This design comes from an exercise in tuning for a short achievable clock period and few clock cycles on the open sky130 flow, not from production work.
No functional check of the RTL was part of any run shown here.
Power is estimated from default activity; no workload was simulated.

`run.sh`:
```
#!/bin/bash
# synth_recipe.tcl (not shown) runs the flow's synth.tcl, then flattens the netlist and writes it again
# the make line also repeats each setting of config.mk as NAME=value (left out here)
make -C /OpenROAD-flow-scripts/flow DESIGN_CONFIG=/design/flow/config.mk WORK_HOME=/design/flow/orfs CLKGATE_MAP_FILE= SYNTH_SCRIPT=/design/flow/synth_recipe.tcl finish
```
`constraint.sdc`:
```
create_clock -name core_clock -period 6.5 [get_ports {clk}]
set_input_delay 1.3000 -clock core_clock [delete_from_list [all_inputs] [get_ports {clk}]]
set_output_delay 1.3000 -clock core_clock [all_outputs]
set_load 0.01 [all_outputs]
```
`config.mk`:
```
export PLATFORM = sky130hd
export DESIGN_NAME = xca
export DESIGN_NICKNAME = xca
export VERILOG_FILES = /design/flow/design.v
export SDC_FILE = /design/flow/constraint.sdc
export NUM_CORES = 4
export LEC_CHECK = 0
export CAP_MARGIN = 20
export CORE_MARGIN = 2
export CORE_UTILIZATION = 40
export SLEW_MARGIN = 20
```
`design.v`:
```
module xca (
  input  wire        clk,
  input  wire        rst,           
  output wire        ready,
  input  wire        csr_we,
  input  wire [3:0]  csr_addr,
  input  wire [15:0] csr_wdata,
  output reg         fb_re,
  output reg  [11:0] fb_addr,
  input  wire [7:0]  fb_rdata,
  output reg         rt_we,
  output reg  [6:0]  rt_idx,
  output reg  [58:0] rt_wdata,
  output wire [2:0]  status,
  output reg  [3:0]  err,
  output reg  [15:0] infoa,
  output reg  [15:0] infob,
  output reg  [11:0] len,
  output reg  [7:0]  acc,
  output reg  [11:0] plen,
  output reg  [1:0]  ttype,
  output wire [15:0] comp,
  output reg  [11:0] cmdlen,
  output reg  [6:0]  count
);
  localparam [3:0] E_OK      = 4'd0,
                   E_SHORT   = 4'd1,
                   E_NOSTX   = 4'd2,
                   E_NOETX   = 4'd3,
                   E_CSUM    = 4'd4,
                   E_TYPE    = 4'd5,
                   E_LENGTH  = 4'd6,
                   E_FORMAT  = 4'd10,
                   E_ILLEGAL = 4'd13;
  reg         ready_r;
  reg         gotv;
  reg  [1:0]  htype;
  reg         comp_p;
  reg  [9:0]  comp_val;
  assign ready  = ready_r;
  assign status = {gotv, htype};
  assign comp   = {comp_p, 5'd0, comp_val};
  wire [3:0]  w_op   = csr_wdata[15:12];
  wire [11:0] w_arg  = csr_wdata[11:0];
  wire        arg_nz = |w_arg;
  wire        wr     = csr_we & ready_r;
  wire        wr_cmd = wr & (csr_addr == 4'h0);
  wire        len_lt4 = ~|len[11:2];
  wire c_aclr  = wr_cmd & (w_op == 4'h1) & ~arg_nz;
  wire c_axb   = wr_cmd & (w_op == 4'h2);
  wire c_csum  = wr_cmd & (w_op == 4'h3);
  wire c_frame = wr_cmd & ((w_op == 4'h4) | (w_op == 4'h5)) & ~arg_nz;
  wire c_ill   = wr_cmd & ~(((w_op == 4'h0) | (w_op == 4'h1) | (w_op == 4'h4) | (w_op == 4'h5)) & ~arg_nz)
                        & (w_op != 4'h2) & (w_op != 4'h3);
  wire c_short = c_frame & len_lt4;
  wire c_sweep = c_axb | (c_csum & arg_nz) | (c_frame & ~len_lt4);
  reg  [11:0] p_r;          
  reg  [11:0] pm5_r;        
  reg         p_lt2, p_eq2, p_eq5, p_lt6, p_lt4;
  always @(posedge clk) begin
    p_r   <= len - 12'd4;
    pm5_r <= len - 12'd9;
    p_lt2 <= (len < 12'd6);
    p_eq2 <= (len == 12'd6);
    p_eq5 <= (len == 12'd9);
    p_lt6 <= (len < 12'd10);
    p_lt4 <= (len < 12'd8);
  end
  reg         m_frame, m_dec, m_axb;
  reg  [11:0] rem;          
  wire        rem1 = (rem == 12'd1);
  wire        rem2 = (rem == 12'd2);
  wire        rem3 = (rem == 12'd3);
  reg         v1, last1, etx1, trh1;
  reg  [11:0] a1;
  reg         v2, last2, etx2, trh2;
  reg  [11:0] a2;
  reg  [7:0]  d2;
  wire       is_dig  = (d2 >= 8'h30) && (d2 <= 8'h39);
  wire       is_hup  = (d2 >= 8'h41) && (d2 <= 8'h46);
  wire       is_hlo  = (d2 >= 8'h61) && (d2 <= 8'h66);
  wire       is_hexu = is_dig | is_hup;
  wire       is_hex  = is_hexu | is_hlo;
  wire       is_sign = (d2 == 8'h2B) || (d2 == 8'h2D);
  wire [3:0] hv      = d2[6] ? (d2[3:0] + 4'd9) : d2[3:0];
  reg  [35:0] pos;
  wire [29:0] ring = pos[35:6];
  wire c_dig  = ring[0] | ring[1] | ring[2] | ring[5] | ring[6] | ring[7] | ring[8] |
                ring[10] | ring[11] | ring[19] | ring[20] | ring[21];
  wire c_sign = ring[4] | ring[9];
  wire c_hex  = ring[13] | ring[14] | ring[16] | ring[17];
  reg         etx_seen;
  wire        blk_on = v2 & m_frame & ~etx_seen & ~etx2;
  wire        blk_bad = blk_on & ((c_dig & ~is_dig) | (c_sign & ~is_sign) | (c_hex & ~is_hex));
  wire        stx_abort = v2 & m_frame & pos[0] & (d2 != 8'h02);
  reg  [7:0]  csum;
  reg  [7:0]  stx_b, etx_b, th, tl, t1, t2, d3b, d4b, d5b;
  reg         stx_bad, etx_bad, th_ok, tl_ok, geq;
  reg  [3:0]  thv;
  reg         bad3, bad4, bad5;
  reg         berr;
  reg  [7:0]  berr_b;
  reg  [11:0] berr_i;
  reg         fin;
  reg  [3:0]  rc0, rc1, rc2, rv0, rv1, rv2, rv3, re0, re1, rs0, rs1, rs2;
  reg         rvs, res;
  reg  [7:0]  rops, rers;
  reg         cv1, cv2, cv3;
  reg  [9:0]  pc0, ps0;
  reg  [6:0]  pc1, ps1;
  reg  [3:0]  pc2, ps2;
  reg  [13:0] pv0;
  reg  [9:0]  pv1;
  reg  [6:0]  pv2;
  reg  [3:0]  pv3;
  reg  [6:0]  pe0;
  reg  [3:0]  pe1;
  reg  [9:0]  qc, qs;
  reg  [13:0] qva;
  reg  [7:0]  qvb;
  reg  [6:0]  qe;
  always @(posedge clk) begin
    if (v2 & m_frame) begin
      if (ring[0])  rc0 <= d2[3:0];
      if (ring[1])  rc1 <= d2[3:0];
      if (ring[2])  rc2 <= d2[3:0];
      if (ring[4])  rvs <= d2[2];
      if (ring[5])  rv0 <= d2[3:0];
      if (ring[6])  rv1 <= d2[3:0];
      if (ring[7])  rv2 <= d2[3:0];
      if (ring[8])  rv3 <= d2[3:0];
      if (ring[9])  res <= d2[2];
      if (ring[10]) re0 <= d2[3:0];
      if (ring[11]) re1 <= d2[3:0];
      if (ring[13]) rops[7:4] <= hv;
      if (ring[14]) rops[3:0] <= hv;
      if (ring[16]) rers[7:4] <= hv;
      if (ring[17]) rers[3:0] <= hv;
      if (ring[19]) rs0 <= d2[3:0];
      if (ring[20]) rs1 <= d2[3:0];
      if (ring[21]) rs2 <= d2[3:0];
    end
    cv1 <= blk_on & ring[21];
    cv2 <= cv1;
    cv3 <= cv2;
    pc0 <= rc0 * 10'd100;  pc1 <= rc1 * 7'd10;  pc2 <= rc2;
    ps0 <= rs0 * 10'd100;  ps1 <= rs1 * 7'd10;  ps2 <= rs2;
    pv0 <= rv0 * 14'd1000; pv1 <= rv1 * 10'd100; pv2 <= rv2 * 7'd10; pv3 <= rv3;
    pe0 <= re0 * 7'd10;    pe1 <= re1;
    qc  <= pc0 + {3'd0, pc1} + {6'd0, pc2};
    qs  <= ps0 + {3'd0, ps1} + {6'd0, ps2};
    qva <= pv0 + {4'd0, pv1};
    qvb <= {1'b0, pv2} + {4'd0, pv3};
    qe  <= pe0 + {3'd0, pe1};
  end
  wire [58:0] entry = {qs, rers, rops, qe, res, qva + {6'd0, qvb}, rvs, qc};
  localparam integer SD = 99;
  reg  [SD*59-1:0] stk;
  reg         pop_en;
  reg  [6:0]  pop_idx;
  always @(posedge clk) begin
    if (cv3)
      stk <= {stk[(SD-1)*59-1:0], entry};
    else if (pop_en)
      stk <= {59'd0, stk[SD*59-1:59]};
  end
  reg  [6:0]  nval, nm1;
  reg  [11:0] e_v;
  reg         eq_e;
  reg  [9:0]  cvv;
  reg  [1:0]  tag_k;        
  reg  [3:0]  dz_err;
  reg  [15:0] dz_a, dz_b;
  reg  [1:0]  dz_ht, dz_tt;
  reg         dz_cp;
  reg  [9:0]  dz_cv;
  reg  [11:0] dz_cl;
  reg  [6:0]  dz_cnt;
  reg         dz_pop;
  wire        dig_bad   = bad3 | bad4 | bad5;
  wire [7:0]  dig_b     = bad3 ? d3b : (bad4 ? d4b : d5b);
  wire [11:0] dig_i     = bad3 ? 12'd3 : (bad4 ? 12'd4 : 12'd5);
  wire        dig_bad34 = bad3 | bad4;
  always @(posedge clk) begin
    nval  <= d3b[3:0] * 7'd10 + {3'd0, d4b[3:0]};
    nm1   <= d3b[3:0] * 7'd10 + {3'd0, d4b[3:0]} - 7'd1;
    e_v   <= d3b[3:0] * 12'd300 + d4b[3:0] * 12'd30 + 12'd5;
    eq_e  <= (e_v == p_r);
    cvv   <= d3b[3:0] * 10'd100 + d4b[3:0] * 10'd10 + {6'd0, d5b[3:0]};
    tag_k <= (t1 == 8'h44 && t2 == 8'h41) ? 2'd1 :
             (t1 == 8'h53 && t2 == 8'h54) ? 2'd2 :
             (t1 == 8'h4D && t2 == 8'h44) ? 2'd3 : 2'd0;
    dz_err <= E_OK;  dz_a <= 16'd0;  dz_b <= 16'd0;
    dz_ht  <= tag_k; dz_tt <= 2'd0;  dz_cp <= 1'b0;  dz_cv <= 10'd0;
    dz_cl  <= 12'd0; dz_cnt <= 7'd0; dz_pop <= 1'b0;
    if (p_lt2) begin
      dz_err <= E_TYPE; dz_b <= {4'd0, p_r}; dz_ht <= 2'd0;
    end else begin
      case (tag_k)
        2'd1: begin
          if (p_eq2) begin
            dz_tt <= 2'd1;
          end else if (p_eq5) begin
            if (dig_bad) begin
              dz_err <= E_FORMAT; dz_a <= {8'd0, dig_b}; dz_b <= {4'd0, dig_i};
            end else begin
              dz_tt <= 2'd1; dz_cp <= 1'b1; dz_cv <= cvv;
            end
          end else begin
            dz_err <= E_LENGTH; dz_b <= {4'd0, p_r};
          end
        end
        2'd2: begin
          if (p_lt6) begin
            dz_err <= E_LENGTH; dz_a <= 16'd6; dz_b <= {4'd0, p_r};
          end else if (dig_bad) begin
            dz_err <= E_FORMAT; dz_a <= {8'd0, dig_b}; dz_b <= {4'd0, dig_i};
          end else begin
            dz_tt <= 2'd2; dz_cp <= 1'b1; dz_cv <= cvv; dz_cl <= pm5_r;
          end
        end
        2'd3: begin
          if (p_lt4) begin
            dz_err <= E_LENGTH; dz_a <= 16'd5; dz_b <= {4'd0, p_r};
          end else if (dig_bad34) begin
            dz_err <= E_FORMAT; dz_a <= {8'd0, bad3 ? d3b : d4b}; dz_b <= bad3 ? 16'd3 : 16'd4;
          end else if (!eq_e) begin
            dz_err <= E_LENGTH; dz_a <= {4'd0, e_v}; dz_b <= {4'd0, p_r};
          end else if (berr) begin
            dz_err <= E_FORMAT; dz_a <= {8'd0, berr_b}; dz_b <= {4'd0, berr_i};
          end else begin
            dz_tt <= 2'd3; dz_cnt <= nval; dz_pop <= (nval != 7'd0);
          end
        end
        default: begin
          dz_err <= E_TYPE; dz_a <= {t1, t2}; dz_b <= {4'd0, p_r};
        end
      endcase
    end
  end
  wire fc_early = stx_bad | etx_bad;
  wire fc_fail  = fc_early | ~(th_ok & tl_ok) | ~geq;
  always @(posedge clk) begin
    v1    <= fb_re & ~stx_abort;
    last1 <= rem1;
    etx1  <= m_frame & rem3;
    trh1  <= m_frame & rem2;
    a1    <= fb_addr;
    v2    <= v1 & ~stx_abort;
    last2 <= last1;
    etx2  <= etx1;
    trh2  <= trh1;
    a2    <= a1;
    d2    <= fb_rdata;
    fin   <= 1'b0;
    rt_we <= 1'b0;
    if (fb_re) begin
      fb_addr <= fb_addr + 12'd1;
      rem     <= rem - 12'd1;
      if (rem1 | stx_abort) fb_re <= 1'b0;
    end
    if (v2) begin
      pos <= {pos[34:6], pos[35] | pos[5], pos[4:0], 1'b0};
      if (m_frame) begin
        if (!etx_seen) csum <= csum ^ d2;
        if (pos[0]) begin stx_b <= d2; stx_bad <= (d2 != 8'h02); end
        if (pos[1]) t1 <= d2;
        if (pos[2]) t2 <= d2;
        if (pos[3]) begin d3b <= d2; bad3 <= ~is_dig; end
        if (pos[4]) begin d4b <= d2; bad4 <= ~is_dig; end
        if (pos[5]) begin d5b <= d2; bad5 <= ~is_dig; end
        if (etx2) begin etx_b <= d2; etx_bad <= (d2 != 8'h03); etx_seen <= 1'b1; end
        if (trh2) begin th <= d2; th_ok <= is_hexu; thv <= hv; end
        if (last2) begin
          tl    <= d2;
          tl_ok <= is_hexu;
          geq   <= ({thv, hv} == csum);
        end
        if (blk_bad & ~berr) begin berr <= 1'b1; berr_b <= d2; berr_i <= a2; end
        if (last2 | stx_abort) fin <= 1'b1;
      end else begin
        csum <= csum ^ d2;
        if (last2) begin
          acc     <= m_axb ? (acc ^ d2) : (csum ^ d2);
          ready_r <= 1'b1;
        end
      end
    end
    if (fin) begin
      if (!fc_early) acc <= csum;
      gotv <= ~fc_early & th_ok & tl_ok;
      plen <= fc_fail ? 12'd0 : p_r;
      if (fc_fail | ~m_dec) begin
        htype <= 2'd0;
        infob <= 16'd0;
        if (stx_bad) begin
          err <= E_NOSTX; infoa <= {8'd0, stx_b};
        end else if (etx_bad) begin
          err <= E_NOETX; infoa <= {8'd0, etx_b}; infob <= {4'd0, len - 12'd3};
        end else if (!(th_ok & tl_ok)) begin
          err <= E_CSUM; infoa <= {th, tl}; infob <= {8'd0, csum};
        end else if (!geq) begin
          err <= E_CSUM; infoa <= {8'd0, thv, tl[6] ? (tl[3:0] + 4'd9) : tl[3:0]}; infob <= {8'd0, csum};
        end else begin
          err <= E_OK; infoa <= 16'd0;
        end
        if (m_dec) begin
          ttype <= 2'd0; comp_p <= 1'b0; comp_val <= 10'd0; cmdlen <= 12'd0; count <= 7'd0;
        end
        ready_r <= 1'b1;
      end else begin
        err      <= dz_err;
        infoa    <= dz_a;
        infob    <= dz_b;
        htype    <= dz_ht;
        ttype    <= dz_tt;
        comp_p   <= dz_cp;
        comp_val <= dz_cv;
        cmdlen   <= dz_cl;
        count    <= dz_cnt;
        if (dz_pop) begin
          pop_en  <= 1'b1;
          pop_idx <= nm1;
        end else
          ready_r <= 1'b1;
      end
    end
    if (pop_en) begin
      rt_we    <= 1'b1;
      rt_idx   <= pop_idx;
      rt_wdata <= stk[58:0];
      pop_idx  <= pop_idx - 7'd1;
      if (pop_idx == 7'd0) pop_en <= 1'b0;
    end
    if (rt_we & ~pop_en) ready_r <= 1'b1;
    if (wr) begin
      case (csr_addr)
        4'h5: len <= csr_wdata[11:0];
        4'h8: ttype <= csr_wdata[1:0];
        4'h9: begin comp_p <= csr_wdata[15]; comp_val <= csr_wdata[9:0]; end
        4'hA: cmdlen <= csr_wdata[11:0];
        4'hB: count <= csr_wdata[6:0];
        default: ;
      endcase
      if (c_aclr | (c_csum & ~arg_nz)) acc <= 8'd0;
      if (c_ill) begin
        err <= E_ILLEGAL; infoa <= csr_wdata; infob <= 16'd0; gotv <= 1'b0; htype <= 2'd0;
      end
      if (c_short) begin
        err <= E_SHORT; infoa <= {4'd0, len}; infob <= 16'd0; gotv <= 1'b0; htype <= 2'd0;
        plen <= 12'd0;
        if (w_op[0]) begin
          ttype <= 2'd0; comp_p <= 1'b0; comp_val <= 10'd0; cmdlen <= 12'd0; count <= 7'd0;
        end
      end
      if (c_sweep) begin
        ready_r  <= 1'b0;
        fb_re    <= 1'b1;
        fb_addr  <= c_axb ? w_arg : 12'd0;
        rem      <= c_axb ? 12'd1 : (c_csum ? w_arg : len);
        m_frame  <= c_frame;
        m_dec    <= w_op[0];
        m_axb    <= c_axb;
        csum     <= 8'd0;
        pos      <= 36'd1;
        etx_seen <= 1'b0;
        berr     <= 1'b0;
      end
    end
    if (rst) begin
      ready_r  <= 1'b1;
      fb_re    <= 1'b0;
      v1       <= 1'b0;
      v2       <= 1'b0;
      fin      <= 1'b0;
      pop_en   <= 1'b0;
      rt_we    <= 1'b0;
      gotv     <= 1'b0;
      htype    <= 2'd0;
      err      <= 4'd0;
      infoa    <= 16'd0;
      infob    <= 16'd0;
      len      <= 12'd0;
      acc      <= 8'd0;
      plen     <= 12'd0;
      ttype    <= 2'd0;
      comp_p   <= 1'b0;
      comp_val <= 10'd0;
      cmdlen   <= 12'd0;
      count    <= 7'd0;
    end
  end
endmodule
```
==> impl_metrics.tcl, run 1 <==
set metrics [dict create \
    endpoint "e_v[11]" \
    antenna_found_initial 14 \
    ir_drop_v 0.000238 \
    met2_length_um 202000 \
    highest_layer "met5" \
    r2r_end "e_v[11]" \
    synth_async_sr_flop_share_pct 0 \
    cts_max_level 6 \
    die_w_um 830 \
    wl_met1_um 200000 \
    tns_ns 0 \
    rows 303 \
    vias 124000 \
    worstHoldPathCells 0 \
    startpoint "d4b[2]" \
    drc 0 \
    slew_headroom_pct 23.3 \
    wire_per_inst_um 17.3 \
    synth_common_cells "6087 x edfxtp_1, 5781 x mux2_2, 733 x clkbuf_1" \
    tritoncts "yes" \
    path_common_cell "fa_1" \
    status "complete, no violations" \
    overflow 0 \
    n_fill_cell 58600 \
    die_h_um 830 \
    start_util_pct 40.1 \
    worstPathArrival_ns 5.28 \
    synth-seq-area-share_pct 70.5 \
    cp_top_family "adder cells" \
    drt_iter0_markers 8559 \
    critical_path.max_stage_delay_ns 0.73 \
    grt_max_degree 217 \
    reg2reg_slack_ns 2.19 \
    die_area_sq_um 689000 \
    grt_pass1_vias 130000 \
    ant_nets 0 \
    fmaxAchievable_mhz 232 \
    place_congestion 0.833 \
    num_io_pins 220 \
    crit_chain "fa_1 > fa_1 > inv_1 > fa_1 > inv_1 > a21o_1 > a21oi_1 > xnor2_1 > ha_1 > ha_1 > nand2_1 > o21ai_0 > o21a_1 > o21a_1 > o21ai_0 > xnor2_1" \
    synth_cell_types 83 \
    avgViaCountPerCell 5.00 \
    insertion_delay_ns 1.06 \
    stdcell_count 24800 \
    yosys.cell_count.top_type "edfxtp_1" \
    critPathLaunchType "flip-flop" \
    wl_met3_um 15400 \
    ff2ff_path_depth 16 \
    synth_edf_count 6087 \
    r2r-start "d4b[2]" \
    finalSetupViolCount 0 \
    cts_sinks 6563 \
    tightest_slew_ns 1.15 \
    ys.flop_type "edfxtp_1" \
    cp_slowest_cell "edfxtp_1" \
    max_cap_viol_count 0 \
    synth_seq_cells 6563 \
    synth_area_sq_um 273000 \
    wl_um 428000 \
    layout-drive-gt1-share_pct 44.0 \
    post_cts_buffers 0 \
    port_buffers 214 \
    grt_pass1_wl_um 696000 \
    crit_type "reg -> reg" \
    min_period_ns 4.31 \
    ctsResizeCount 0 \
    final_util_pct 45.1 \
    drv_slew 0 \
    syn-instance-count 14900 \
    track_usage_pct 11.9 \
    cp_num_buf_inv 2 \
    worstPathMaxFanout 13 \
    cts.clk_slew.worst_paths_ns 0.06 \
    avgSynthCellArea_sq_um 18.3 \
    synth_top_cell_by_area "edfxtp_1" \
    dpl.hpwl_um 254000 \
    leakage_nw 80.5 \
    final_nets 15500 \
    ctsHoldBuffers 0 \
    rsz0062_at_grt "false" \
    power.density_nw_per_um2 273 \
    synth_area_leaders "edfxtp_1 67%, mux2_2 24%, dfxtp_1 3.5%" \
    worstPathRequired_ns 7.47 \
    firstDrtPassIters 6 \
    cts-root-buf "clkbuf_16" \
    synth_warnings 1 \
    core-area_sq_um 681000 \
    cts_buffer_depth 4 \
    critical_path_depth 16 \
    hold_viol 0 \
    skew_ns 0.0973 \
    finalCritPeriodShare_pct 66.3 \
    worstSetupEndpointType "flip-flop" \
    syn_to_final_growth_pct 12.5 \
    synth_top_area_share_pct 67.0 \
    cts_buffers 688 \
    min_path_type "reg -> reg" \
    dp_cells 23500 \
]
-- sequential cells by signal (all words and copies together), names as in the netlist, 16 cells and up --
| register | flops |
|---|---|
| dz_a | 16 |
| pos | 36 |
| rt_wdata | 59 |
| infob | 16 |
| stk | 5841 |
| infoa | 16 |
-- kinds of logic (layout without fill, tap and decap cells) --
family | Yosys count | count (layout) | synth area share, %
mux | 5835 | 5835 | 24.0
other cells | 1 | 8 | 0.00137
buf+inv | 891 | 1758 | 1.28
simple gates | 787 | 787 | 1.51
fa+ha+maj | 211 | 211 | 1.07
xor+xnor | 165 | 165 | 0.529
flops | 6563 | 6563 | 70.5
compound gates | 460 | 460 | 1.11
-- report_power, final --
group | switching (mW) | internal [mW] | total, mW
sequential | 0.152 | 45.6 | 45.8
clock | 16.1 | 21.3 | 37.4
combinational | 0.276 | 0.216 | 0.492
total | 16.5 | 67.2 | 83.7
-- cells in the final DEF (no fill, tap or decap), drive strengths merged, types with 58 or more instances in the layout --
master and count:
a21oi 124, and2 99, mux2 5781, xnor2 96, ha 173, edfxtp 6087, clkinv 263, nor2 258
buf 192, inv 149, a22oi 58, clkdlybuf4s50 214, dfxtp 476, clkbuf 900, nand2 157, o21ai 70
xor2 69
-- worst min path at each step --
stage,start,to,slack [ns]
finish,a1[8],a2[8],0.32
global route,a1[4],a2[4],0.33
CTS,last1,last2,0.33
detailed placement,last1,last2,0.31
global placement,cv1,cv2,0.31
floorplan,a1[0],a2[0],0.31
-- metal layers --
| metal | vias up | global-route usage, % |
|---|---|---|
| met3 | 774 | 1.88 |
| met1 | 62800 | 16.6 |
| li1 | 58800 | - |
| met4 | 4 | 3.30 |
| met5 | - | 0 |
| met2 | 1428 | 19.4 |
-- through the flow --
stage | hold WS (ns) | setup WS (ns) | power [mW] | cell area (sq um)
after global placement | 0.313 | 1.89 | 47.2 | 286000
after floorplan | 0.310 | -37.25 | 47.0 | 273000
after global routing | 0.333 | 1.85 | 86.7 | 307000
after CTS | 0.326 | 2.19 | 85.0 | 307000
after detailed placement | 0.312 | 1.91 | 47.2 | 286000
final | 0.322 | 2.19 | 83.7 | 307000
-- cell type report --
| type | count | area [sq um] | share of cell area (%) |
|---|---|---|---|
| Inverter | 118 | 445 | 0.145 |
| Timing Repair Buffer | 406 | 4530 | 1.47 |
| Tap cell | 8997 | 11300 | 3.67 |
| Sequential cell | 6563 | 192000 | 62.6 |
| Antenna cell | 3 | 7.51 | 0.00245 |
| Clock buffer | 900 | 18400 | 6.00 |
| Clock inverter | 334 | 2800 | 0.913 |
| Multi-Input combinational cell | 7463 | 77200 | 25.1 |
==> run 2, diff against run 1 <==
--- a/config.mk
+++ b/config.mk
@@ -6,6 +6,8 @@
 export NUM_CORES = 4
 export LEC_CHECK = 0
+export ABC_CLOCK_PERIOD_IN_PS = 2500
 export CAP_MARGIN = 20
 export CORE_MARGIN = 2
-export CORE_UTILIZATION = 40
+export CORE_UTILIZATION = 50
+export SETUP_SLACK_MARGIN = 4.0
 export SLEW_MARGIN = 20
==> impl_metrics.tcl, run 2 <==
set metrics [dict create \
    hold_viol 0 \
    dp_cells 21800 \
    p_sw_share_pct 19.9 \
    syn_to_final_growth_pct 14.4 \
    stdcell_count 23300 \
    rows 271 \
    worstPathMaxFanout 3 \
    synth_area_sq_um 273000 \
    layout-drive-gt1-share_pct 48.3 \
    synth_cell_types 83 \
    synth-seq-area-share_pct 70.5 \
    slew_headroom_pct 25.9 \
    fmaxAchievable_mhz 261 \
    avgViaCountPerCell 5.46 \
    final_cell_mix "6087 x edfxtp_1, 5781 x mux2_2, 741 x clkbuf_16" \
    synth_seq_cells 6563 \
    grt_max_degree 191 \
    grt_pass1_vias 136000 \
    status "complete, no violations" \
    die_h_um 743 \
    multi_input_area_sq_um 78800 \
    place_area_sq_um 284000 \
    die_area_sq_um 552000 \
    syn-instance-count 14900 \
    drt_iter0_markers 7782 \
    cts_max_level 6 \
    tightest_slew_ns 1.10 \
    crit_type "reg -> reg" \
    finalSetupViolCount 0 \
    final_nets 15800 \
    synth_top_cell_by_area "edfxtp_1" \
    min_path_type "reg -> reg" \
    cts_sinks 6563 \
    largestRegisters "stk (5841), rt_wdata (59), pos (36)" \
    clkPwrFrac_pct 44.5 \
    die_w_um 743 \
    worstPathRequired_ns 7.48 \
    ir_drop_v 0.000325 \
    vias 127000 \
    synth_edf_count 6087 \
    wl_um 492000 \
    start_util_pct 50.2 \
    skew_ns 0.0594 \
    max_cap_viol_count 0 \
    crit_chain "fa_1 > fa_1 > inv_2 > fa_2 > buf_4 > xnor2_1 > ha_1 > ha_4 > a21oi_4 > o21ai_4 > o21a_1 > o21a_1 > o21ai_2 > xnor2_1" \
    num_io_pins 220 \
    tns_ns 0 \
    wire_per_inst_um 21.1 \
    track_usage_pct 17.0 \
    ctsHoldBuffers 0 \
    antenna_found_initial 14 \
    synth_common_cells "6087 x edfxtp_1, 5781 x mux2_2, 733 x clkbuf_1" \
    critical_path.max_stage_delay_ns 0.60 \
    power.density_nw_per_um2 269 \
    cts-root-buf "clkbuf_16" \
    core-area_sq_um 544000 \
    ant_nets 0 \
    reg2reg_slack_ns 2.67 \
    largest_register "stk" \
    tritoncts "yes" \
    synth_area_leaders "edfxtp_1 67%, mux2_2 24%, dfxtp_1 3.5%" \
    min_period_ns 3.83 \
    largest_reg_flops 5841 \
    worstSetupEndpointType "flip-flop" \
    layout_commonest_cell "edfxtp_1" \
    switchingPower_mw 16.7 \
    finalCritPeriodShare_pct 58.9 \
    grt_pass1_wl_um 761000 \
    critPathLaunchType "flip-flop" \
    firstDrtPassIters 6 \
    cts.clk_slew.worst_paths_ns 0.06 \
    synth_async_sr_flop_share_pct 0 \
    n_fill_cell 40500 \
    ys.flop_type "edfxtp_1" \
    worstPathArrival_ns 4.81 \
    synth_warnings 1 \
    rsz0062_at_grt "true" \
    port_buffers 214 \
    drc 0 \
    yosys.cell_count.top_type "edfxtp_1" \
    cp_slowest_cell "fa_1" \
    intPower_mw 67.1 \
    overflow 0 \
    avgSynthCellArea_sq_um 18.3 \
    insertion_delay_ns 1.06 \
    synth_top_area_share_pct 67.0 \
    cts_buffer_depth 4 \
    place_congestion 0.812 \
    seq_area_sq_um 193000 \
    fin_area_sq_um 312000 \
    dpl.hpwl_um 290000 \
    leakage_nw 83.7 \
    cts_buffers 692 \
    drv_slew 0 \
    p_seq_share_pct 54.6 \
    pwr-share-comb_pct 0.8 \
]
[run 2: cell counts after synthesis]
Identical to the previous run, type by type.
[run 2: final cells by class]
class	count	share of cell area [%]
Clock inverter	359	0.917
Timing Repair inverter	4	0.0192
Clock buffer	898	5.93
Inverter	118	0.154
Antenna cell	2	0.00160
Tap cell	7234	2.90
Timing Repair Buffer	680	3.13
Multi-Input combinational cell	7475	25.2
Sequential cell	6563	61.7
[run 2: routing by layer]
metal  up-vias  track usage, %  wire (um)
met3       729            2.41      17000
met4         0            4.07      10600
li1      59600               -          -
met5         -               0          0
met1     65400            22.4     215000
met2      1635            29.9     250000
[run 2: per-stage QoR]
| stage | utilization, % | total power [mW] | worst slack [ns] | hold WS (ns) |
|---|---|---|---|---|
| 2_1_floorplan | - | 47.0 | -37.25 | 0.310 |
| 3_3_place_gp | 52.1 | 47.2 | 1.75 | 0.312 |
| 3_5_place_dp | 52.1 | 47.2 | 1.74 | 0.312 |
| 4_1_cts | 56.9 | 85.0 | 2.66 | 0.324 |
| 5_1_grt | 57.4 | 86.7 | 2.55 | 0.328 |
| 6_report | 57.4 | 83.8 | 2.67 | 0.325 |
[run 2: path summary, 6_finish.rpt]
kind              depth (start not counted)  startpoint      end
setup / recovery                         14      d4b[0]  e_v[11]
hold / removal                            0       a1[5]    a2[5]
setup reg to reg                         14      d4b[0]  e_v[11]
hold reg to reg                           0       a1[5]    a2[5]
[run 2: cell families after synthesis]
group | after synthesis | synth area share (%)
DFF | 6563 | 70.5
muxes | 5835 | 24.0
other | 1 | 0.00137
adders and majority gates | 211 | 1.07
xor gates and xnor gates | 165 | 0.529
AOI/OAI and AO/OA | 460 | 1.11
buffers and inverters | 891 | 1.28
and+or+nand+nor | 787 | 1.51
[run 2: worst max-delay path: cells and delay by family (launching register included)]
| family | cells | cell delay, ns |
|---|---|---|
| buffers and inverters | 2 | 0.19 |
| adders and majority gates | 5 | 2.06 |
| DFF | 1 | 0.45 |
| xor gates and xnor gates | 2 | 0.25 |
| AOI/OAI and AO/OA | 5 | 0.79 |
[run 2: timing repair]
item | 4_1_cts | 5_1_grt
setup buffers | 120 | 40
cloned | 65 | 51
pin swaps | 89 | 69
endpoints found under the setup margin | 11300 | 4835
resized for setup | 1485 | 273
hold endpoints to repair | 0 | 0
[run 2: power groups by stage]
stage	clock network (mW)	registers (mW)	logic, mW
global placement	0	46.7	0.516
global route	40.1	45.8	0.744
CTS	38.5	45.8	0.666
detailed placement	0	46.7	0.522
finish	37.3	45.8	0.698
floorplan	0	46.7	0.292
==> run 3, diff against run 2 <==
--- a/design.v
+++ b/design.v
@@ -159,11 +159,22 @@
   reg         pop_en;
   reg  [6:0]  pop_idx;
+  wire        fc_early = stx_bad | etx_bad;
+  wire        fc_fail  = fc_early | ~(th_ok & tl_ok) | ~geq;
+  wire        pop_go   = pop_en | (fin & m_dec & dz_pop & ~fc_fail);
+  wire [6:0]  pop_cur  = pop_en ? pop_idx : nm1;
   always @(posedge clk) begin
     if (cv3)
       stk <= {stk[(SD-1)*59-1:0], entry};
-    else if (pop_en)
+    else if (pop_go)
       stk <= {59'd0, stk[SD*59-1:59]};
   end
   reg  [6:0]  nval, nm1;
+  reg  [6:0]  n3;           
+  reg  [3:0]  n4;           
+  reg  [11:0] e3;           
+  reg  [8:0]  e4;           
+  reg  [9:0]  c3;           
+  reg  [6:0]  c4;           
+  reg  [3:0]  c5;           
   reg  [11:0] e_v;
   reg         eq_e;
@@ -183,9 +194,9 @@
   wire        dig_bad34 = bad3 | bad4;
   always @(posedge clk) begin
-    nval  <= d3b[3:0] * 7'd10 + {3'd0, d4b[3:0]};
-    nm1   <= d3b[3:0] * 7'd10 + {3'd0, d4b[3:0]} - 7'd1;
-    e_v   <= d3b[3:0] * 12'd300 + d4b[3:0] * 12'd30 + 12'd5;
+    nval  <= n3 + {3'd0, n4};
+    nm1   <= nval - 7'd1;
+    e_v   <= e3 + {3'd0, e4};
     eq_e  <= (e_v == p_r);
-    cvv   <= d3b[3:0] * 10'd100 + d4b[3:0] * 10'd10 + {6'd0, d5b[3:0]};
+    cvv   <= c3 + {3'd0, c4} + {6'd0, c5};
     tag_k <= (t1 == 8'h44 && t2 == 8'h41) ? 2'd1 :
              (t1 == 8'h53 && t2 == 8'h54) ? 2'd2 :
@@ -239,6 +250,4 @@
     end
   end
-  wire fc_early = stx_bad | etx_bad;
-  wire fc_fail  = fc_early | ~(th_ok & tl_ok) | ~geq;
   always @(posedge clk) begin
     v1    <= fb_re & ~stx_abort;
@@ -267,7 +276,13 @@
         if (pos[1]) t1 <= d2;
         if (pos[2]) t2 <= d2;
-        if (pos[3]) begin d3b <= d2; bad3 <= ~is_dig; end
-        if (pos[4]) begin d4b <= d2; bad4 <= ~is_dig; end
-        if (pos[5]) begin d5b <= d2; bad5 <= ~is_dig; end
+        if (pos[3]) begin
+          d3b <= d2; bad3 <= ~is_dig;
+          n3 <= d2[3:0] * 7'd10; e3 <= d2[3:0] * 12'd300; c3 <= d2[3:0] * 10'd100;
+        end
+        if (pos[4]) begin
+          d4b <= d2; bad4 <= ~is_dig;
+          n4 <= d2[3:0]; e4 <= d2[3:0] * 9'd30 + 9'd5; c4 <= d2[3:0] * 7'd10;
+        end
+        if (pos[5]) begin d5b <= d2; bad5 <= ~is_dig; c5 <= d2[3:0]; end
         if (etx2) begin etx_b <= d2; etx_bad <= (d2 != 8'h03); etx_seen <= 1'b1; end
         if (trh2) begin th <= d2; th_ok <= is_hexu; thv <= hv; end
@@ -319,17 +334,13 @@
         cmdlen   <= dz_cl;
         count    <= dz_cnt;
-        if (dz_pop) begin
-          pop_en  <= 1'b1;
-          pop_idx <= nm1;
-        end else
-          ready_r <= 1'b1;
+        if (!dz_pop) ready_r <= 1'b1;
       end
     end
-    if (pop_en) begin
+    if (pop_go) begin
       rt_we    <= 1'b1;
-      rt_idx   <= pop_idx;
+      rt_idx   <= pop_cur;
       rt_wdata <= stk[58:0];
-      pop_idx  <= pop_idx - 7'd1;
-      if (pop_idx == 7'd0) pop_en <= 1'b0;
+      pop_idx  <= pop_cur - 7'd1;
+      pop_en   <= (pop_cur != 7'd0);
     end
     if (rt_we & ~pop_en) ready_r <= 1'b1;
--- a/config.mk
+++ b/config.mk
@@ -6,8 +6,10 @@
 export NUM_CORES = 4
 export LEC_CHECK = 0
-export ABC_CLOCK_PERIOD_IN_PS = 2500
+export ABC_CLOCK_PERIOD_IN_PS = 2300
 export CAP_MARGIN = 20
 export CORE_MARGIN = 2
-export CORE_UTILIZATION = 50
-export SETUP_SLACK_MARGIN = 4.0
+export CORE_UTILIZATION = 60
+export CTS_CLUSTER_DIAMETER = 80
+export CTS_CLUSTER_SIZE = 30
+export SETUP_SLACK_MARGIN = 4.2
 export SLEW_MARGIN = 20
==> impl_metrics.tcl, run 3 <==
set metrics [dict create \
    status "complete, no violations" \
    dpl.hpwl_um 278000 \
    final_nets 17000 \
    power_mw 68.8 \
    critPathLaunchType "flip-flop" \
    die_h_um 679 \
    cp_slowest_cell "fa_1" \
    syn_to_final_growth_pct 23.0 \
    layout-drive-gt1-share_pct 52.1 \
    synth-simple-area-share_pct 1.36 \
    crit_type "reg -> reg" \
    worstPathArrival_ns 3.86 \
    fmaxAchievable_mhz 317 \
    ir_drop_v 0.000262 \
    max_cap_viol_count 0 \
    start_util_pct 60.3 \
    cts_buffer_depth 4 \
    synth_area_leaders "edfxtp_1 67%, mux2_2 24%, dfxtp_1 3.5%" \
    final_cell_mix "6116 x edfxtp_1, 5780 x mux2_2, 1001 x buf_16" \
    synth_mux_area_share_pct 24.1 \
    synth-seq-area-share_pct 70.6 \
    port_buffers 214 \
    finalSetupViolCount 0 \
    die_area_sq_um 461000 \
    dp_cells 20600 \
    min_path_type "reg -> reg" \
    tightest_slew_ns 0.923 \
    synth_top_area_share_pct 67.1 \
    num_io_pins 220 \
    yosys.cell_count.top_type "edfxtp_1" \
    finalCritPeriodShare_pct 48.5 \
    tritoncts "yes" \
    avgSynthCellArea_sq_um 18.3 \
    final_util_pct 74.2 \
    largest_reg_flops 5841 \
    min_period_ns 3.15 \
    synth_seq_cells 6592 \
    wire_per_inst_um 24.3 \
    largest_register "stk" \
    whs_ns 0.333 \
    critical_path.max_stage_delay_ns 0.59 \
    track_usage_pct 22.9 \
    ant_nets 0 \
    slew_headroom_pct 38.4 \
    n_fill_cell 25400 \
    cts-root-buf "clkbuf_16" \
    synth_async_sr_flop_share_pct 0 \
    insertion_delay_ns 0.97 \
    synth_area_sq_um 274000 \
    ys.flop_type "edfxtp_1" \
    layout_commonest_cell "edfxtp_1" \
    multi_input_area_sq_um 78100 \
    drt_iter0_markers 8964 \
    cts_max_level 5 \
    core-area_sq_um 453000 \
    worstPathRequired_ns 7.20 \
    syn-instance-count 14900 \
    grt_pass1_wl_um 835000 \
    stdcell_count 22900 \
    seq_area_sq_um 193000 \
    tns_ns 0 \
    grt_pass1_vias 143000 \
    skew_ns 0.0327 \
    cts.clk_slew.worst_paths_ns 0.10 \
    die_w_um 679 \
    cts_sinks 6592 \
    synth_warnings 1 \
    grt_max_degree 186 \
    largestRegisters "stk (5841), rt_wdata (59), pos (36)" \
    firstDrtPassIters 6 \
    drv_slew 0 \
    overflow 0 \
    synth_cell_types 75 \
    synth_common_cells "6116 x edfxtp_1, 5780 x mux2_2, 722 x clkbuf_1" \
    rows 247 \
    place_congestion 0.848 \
    worstSetupEndpointType "flip-flop" \
    vias 135000 \
    power.density_nw_per_um2 205 \
    leakage_nw 93.8 \
    drc 0 \
    wl_um 557000 \
    synth_top_family_by_area "multiplexers" \
    antenna_found_initial 14 \
    worstPathMaxFanout 7 \
    synth_xor_xnor_area_share_pct 0.544 \
    synth-adder-area-share_pct 1.00 \
    synth_top_cell_by_area "edfxtp_1" \
    cts_buffers 281 \
    crit_chain "buf_12 > fa_1 > inv_2 > fa_1 > inv_2 > ha_4 > a21o_1 > a21oi_4 > buf_6 > xnor2_4 > nand4_1 > xnor2_1" \
    rsz0062_at_grt "true" \
    hold_viol 0 \
    synth_edf_count 6116 \
    synth-compound-area-share_pct 1.14 \
    avgViaCountPerCell 5.87 \
]
run 3: routing by layer:
| layer | up-vias | global-route usage, % | part of all wire, % |
|---|---|---|---|
| met1 | 70500 | 29.4 | 41 |
| met5 | - | 0 | 0 |
| met4 | 0 | 5.19 | 2.6 |
| met2 | 1649 | 42.4 | 54 |
| li1 | 62000 | - | - |
| met3 | 609 | 1.81 | 2.7 |
run 3: worst paths after layout:
path	start	end	slack, ns	depth (start not counted)
min reg2reg	pe1[0]	qe[0]	0.33	0
max	d2[0]	e4[7]	3.35	12
max reg2reg	d2[0]	e4[7]	3.35	12
min	pe1[0]	qe[0]	0.33	0
run 3: cell families after synthesis:
| kind of cell | count (synthesis) |
|---|---|
| adders and majority gates | 197 |
| DFF | 6592 |
| muxes | 5853 |
| buffers and inverters | 903 |
| xor gates and xnor gates | 170 |
| AOI/OAI and AO/OA | 468 |
| other | 1 |
| and+or+nand+nor | 740 |
run 3: layout make-up:
cell class	count	share of cell area, %
antenna	6	0.00446
clock buffer	338	2.26
clock inverter	100	0.352
inverter	133	0.160
multi-input combinational	7443	23.2
sequential	6592	57.5
tap	5976	2.22
timing repair buffer	2349	14.3
run 3: metrics by stage:
step,instance area [sq um],setup slack [ns]
detailed placement,283000,1.77
CTS,329000,3.39
finish,336000,3.35
global route,336000,3.28
global placement,283000,1.79
floorplan,274000,-18.45
run 3: report_power, final:
| part | leakage [nW] | internal (mW) | switching (mW) |
|---|---|---|---|
| Sequential | 48.4 | 45.8 | 0.155 |
| Combinational | 41.1 | 0.376 | 0.421 |
| Clock | 4.27 | 9.09 | 13.0 |
run 3: what timing repair did:
action | CTS | global route
hold buffers | 0 | 0
gates resized for setup | 3037 | 432
cloned | 872 | 141
setup buffers | 723 | 198
pin swaps | 70 | 81
setup endpoints to repair | 11500 | 8124
run 3: worst max-delay path: cells and delay by family (launching register included):
family                   cells  cell delay, ns
AO/OA/AOI/OAI                2            0.38
XOR/XNOR                     2            0.30
adder cells (fa/ha/maj)      3            1.33
buffers and inverters        4            0.38
flip-flops                   1            0.36
AND/OR/NAND/NOR              1            0.15
==> run 4, diff against run 3 <==
--- a/config.mk
+++ b/config.mk
@@ -10,6 +10,6 @@
 export CORE_MARGIN = 2
 export CORE_UTILIZATION = 60
-export CTS_CLUSTER_DIAMETER = 80
-export CTS_CLUSTER_SIZE = 30
+export CTS_CLUSTER_DIAMETER = 60
+export CTS_CLUSTER_SIZE = 22
 export SETUP_SLACK_MARGIN = 4.2
 export SLEW_MARGIN = 20
==> impl_metrics.tcl, run 4 <==
set metrics [dict create \
    status "finished with violations" \
    failed_checks "antenna violations" \
    start_util_pct 60.3 \
    die_area_sq_um 461000 \
    worstSetupEndpointType "flip-flop" \
    cts.clk_slew.worst_paths_ns 0.09 \
    fmaxAchievable_mhz 317 \
    tritoncts "yes" \
    grt_max_degree 149 \
    wire_per_inst_um 24.7 \
    dp_cells 20600 \
    synth_edf_count 6116 \
    firstDrtPassIters 5 \
    stdcell_count 23500 \
    insertion_delay_ns 1.08 \
    place_congestion 0.848 \
    max_cap_viol_count 0 \
    ys.flop_type "edfxtp_1" \
    min_path_type "reg -> reg" \
    hold_viol 0 \
    avgViaCountPerCell 5.87 \
    tightest_slew_ns 0.960 \
    synth-seq-area-share_pct 70.6 \
    cts_sinks 6592 \
    synth_cell_types 75 \
    rsz0062_at_grt "true" \
    worstPathMaxFanout 8 \
    syn_to_final_growth_pct 26.8 \
    ir_drop_v 0.000338 \
    finalCritPeriodShare_pct 48.5 \
    min_period_ns 3.16 \
    synth_seq_cells 6592 \
    largest_register "stk" \
    worstPathRequired_ns 7.30 \
    setup_ws_ns 3.34 \
    final_cell_mix "6116 x edfxtp_1, 5779 x mux2_2, 1007 x buf_16" \
    wl_um 581000 \
    cts-root-buf "clkbuf_16" \
    num_io_pins 220 \
    synth_common_cells "6116 x edfxtp_1, 5780 x mux2_2, 722 x clkbuf_1" \
    drt_iter0_markers 8577 \
    synth_area_leaders "edfxtp_1 67%, mux2_2 24%, dfxtp_1 3.5%" \
    power.density_nw_per_um2 235 \
    critPathLaunchType "flip-flop" \
    synth_top_cell_by_area "edfxtp_1" \
    largest_reg_flops 5841 \
    largestRegisters "stk (5841), rt_wdata (59), pos (36)" \
    cts_buffer_depth 4 \
    skew_ns 0.0441 \
    port_buffers 214 \
    finalSetupViolCount 0 \
    ctsHoldBuffers 0 \
    cts_max_level 6 \
    antenna_found_initial 16 \
    dpl.hpwl_um 278000 \
    cts_buffers 536 \
    grt_pass1_wl_um 862000 \
    dp_slack_ns 1.77 \
    grt_pass1_vias 146000 \
    avgSynthCellArea_sq_um 18.3 \
    synth_area_sq_um 274000 \
    leakage_nw 99.0 \
    final_nets 17300 \
    track_usage_pct 23.7 \
    rows 247 \
    slew_headroom_pct 36.0 \
    place_area_sq_um 283000 \
    vias 138000 \
    fin_area_sq_um 347000 \
    overflow 0 \
    crit_type "reg -> reg" \
    drc 0 \
    syn-instance-count 14900 \
    yosys.cell_count.top_type "edfxtp_1" \
    drv_slew 0 \
    core-area_sq_um 453000 \
    synth_top_area_share_pct 67.1 \
    die_w_um 679 \
    layout_commonest_cell "edfxtp_1" \
    power_mw 81.5 \
    worstPathArrival_ns 3.96 \
    tns_ns 0 \
    layout-drive-gt1-share_pct 53.8 \
    synth_warnings 1 \
    synth_async_sr_flop_share_pct 0 \
    ant_nets 1 \
    die_h_um 679 \
]
run 4: cell count changes in the layout (fill, tap and decap cells not counted), sizes merged:
cell           change
dlymetal6s2s       +1
buf               +16
clkdlybuf4s50      +3
clkinv            +85
bufinv            +42
clkbuf           +289
nand2              +1
inv              +101
o211a              -1
clkdlybuf4s15      -2
clkinvlp          +38
bufbuf             +5
diode              +9
run 4: what timing repair did:
| action | 4_1_cts | 5_1_grt |
|---|---|---|
| gates cloned | 883 | 177 |
| setup buffers | 728 | 195 |
| pin swaps | 73 | 91 |
| resized for setup | 3005 | 542 |
| setup endpoints to repair | 11500 | 8212 |
run 4: metrics by stage:
step / util [%] / hold slack [ns]
after floorplan: - / 0.310
after global placement: 62.4 / 0.313
after detailed placement: 62.4 / 0.312
after CTS: 74.8 / 0.314
after global routing: 76.5 / 0.309
final: 76.5 / 0.313
run 4: cells by family after synthesis:
family                     after synthesis  synth area share, %
other                                    1              0.00137
AOI/OAI and AO/OA                      468                 1.14
xor gates and xnor gates               170                0.544
muxes                                 5853                 24.1
adders and majority gates              197                 1.00
buffers and inverters                  903                 1.27
and+or+nand+nor                        740                 1.36
DFF                                   6592                 70.6
run 4: per-layer routing:
| metal | vias up | global-route usage (%) | wire length [um] | part of all wire (%) |
|---|---|---|---|---|
| met2 | 2100 | 43.4 | 309000 | 53 |
| met4 | 6 | 6.18 | 15800 | 2.7 |
| met1 | 72200 | 30.3 | 238000 | 41 |
| li1 | 63100 | - | - | - |
| met3 | 760 | 2.41 | 17500 | 3.0 |
| met5 | - | 0 | 39 | 0.0067 |
run 4: area by class of cell:
class / count / area, sq um
clock buffers: 603 / 14300
flip-flops and latches: 6592 / 193000
diodes: 15 / 37.5
well taps: 5976 / 7480
repair buffers: 2396 / 48600
fillers: 24100 / 106000
inverters: 133 / 557
multi-input cells: 7443 / 78200
clock inverters: 364 / 4320
repair inverters: 2 / 41.3
run 4: power by group:
| group | switching, mW | internal, mW |
|---|---|---|
| sequential | 0.155 | 45.8 |
| combinational | 0.425 | 0.385 |
| clock | 16.2 | 18.6 |
run 4: worst paths after layout:
check                           startpoint    end  slack, ns  cells past startpoint
worst max-delay path                 d2[0]  e4[8]       3.34                     12
worst min-delay path                 a1[8]  a2[8]       0.31                      0
worst max register to register       d2[0]  e4[8]       3.34                     12
worst min register to register       a1[8]  a2[8]       0.31                      0
run 4: critical path, stage by stage (launching register included):
cell and delay, ns:
dfxtp_4 0.36, buf_12 0.14, fa_1 0.58, inv_2 0.05, fa_1 0.53, inv_2 0.06
ha_4 0.21, a21o_1 0.21, a21oi_4 0.18, buf_6 0.13, xnor2_4 0.13, nand3b_1 0.15
xnor2_1 0.16

## afterwards: timing with drivers on the ports
No port has a modelled driver above. Below, the same layouts with a new extraction and two added sets of constraints. Step 1 sets driving cells, clkbuf_16 on the clock port and buf_2 on the other inputs (assumed; they add their load-dependent delay and slew). Step 2, shift: input delay + t, output delay - t, t = (earliest + latest rising clock arrival at the registers) / 2. This alone moves slack from input paths to output paths. Three values: ideal, step 1, step 2; two values: the first two.
run | shift t [ns] | slack for setup (ns) | hold slack, ns | latest minus earliest clock arrival (ns) | pins driven straight from the clock port
run 1 | 1.142 | 2.187 / 2.187 / 1.851 | 0.322 / 0.322 / 0.322 | 0.106 / 0.106 | 1
run 2 | 1.149 | 2.672 / 2.672 / 2.672 | 0.325 / 0.325 / 0.325 | 0.077 / 0.077 | 1
run 3 | 1.067 | 3.346 / 3.346 / 3.029 | 0.333 / 0.333 / 0.333 | 0.049 / 0.049 | 1
run 4 | 1.164 | 3.345 / 3.294 / 2.762 | 0.313 / 0.313 / 0.313 | 0.061 / 0.061 | 1
For run 4, which loses most, drivers alone change the setup slack by -0.051 ns; drivers and shift together by -0.583 ns.
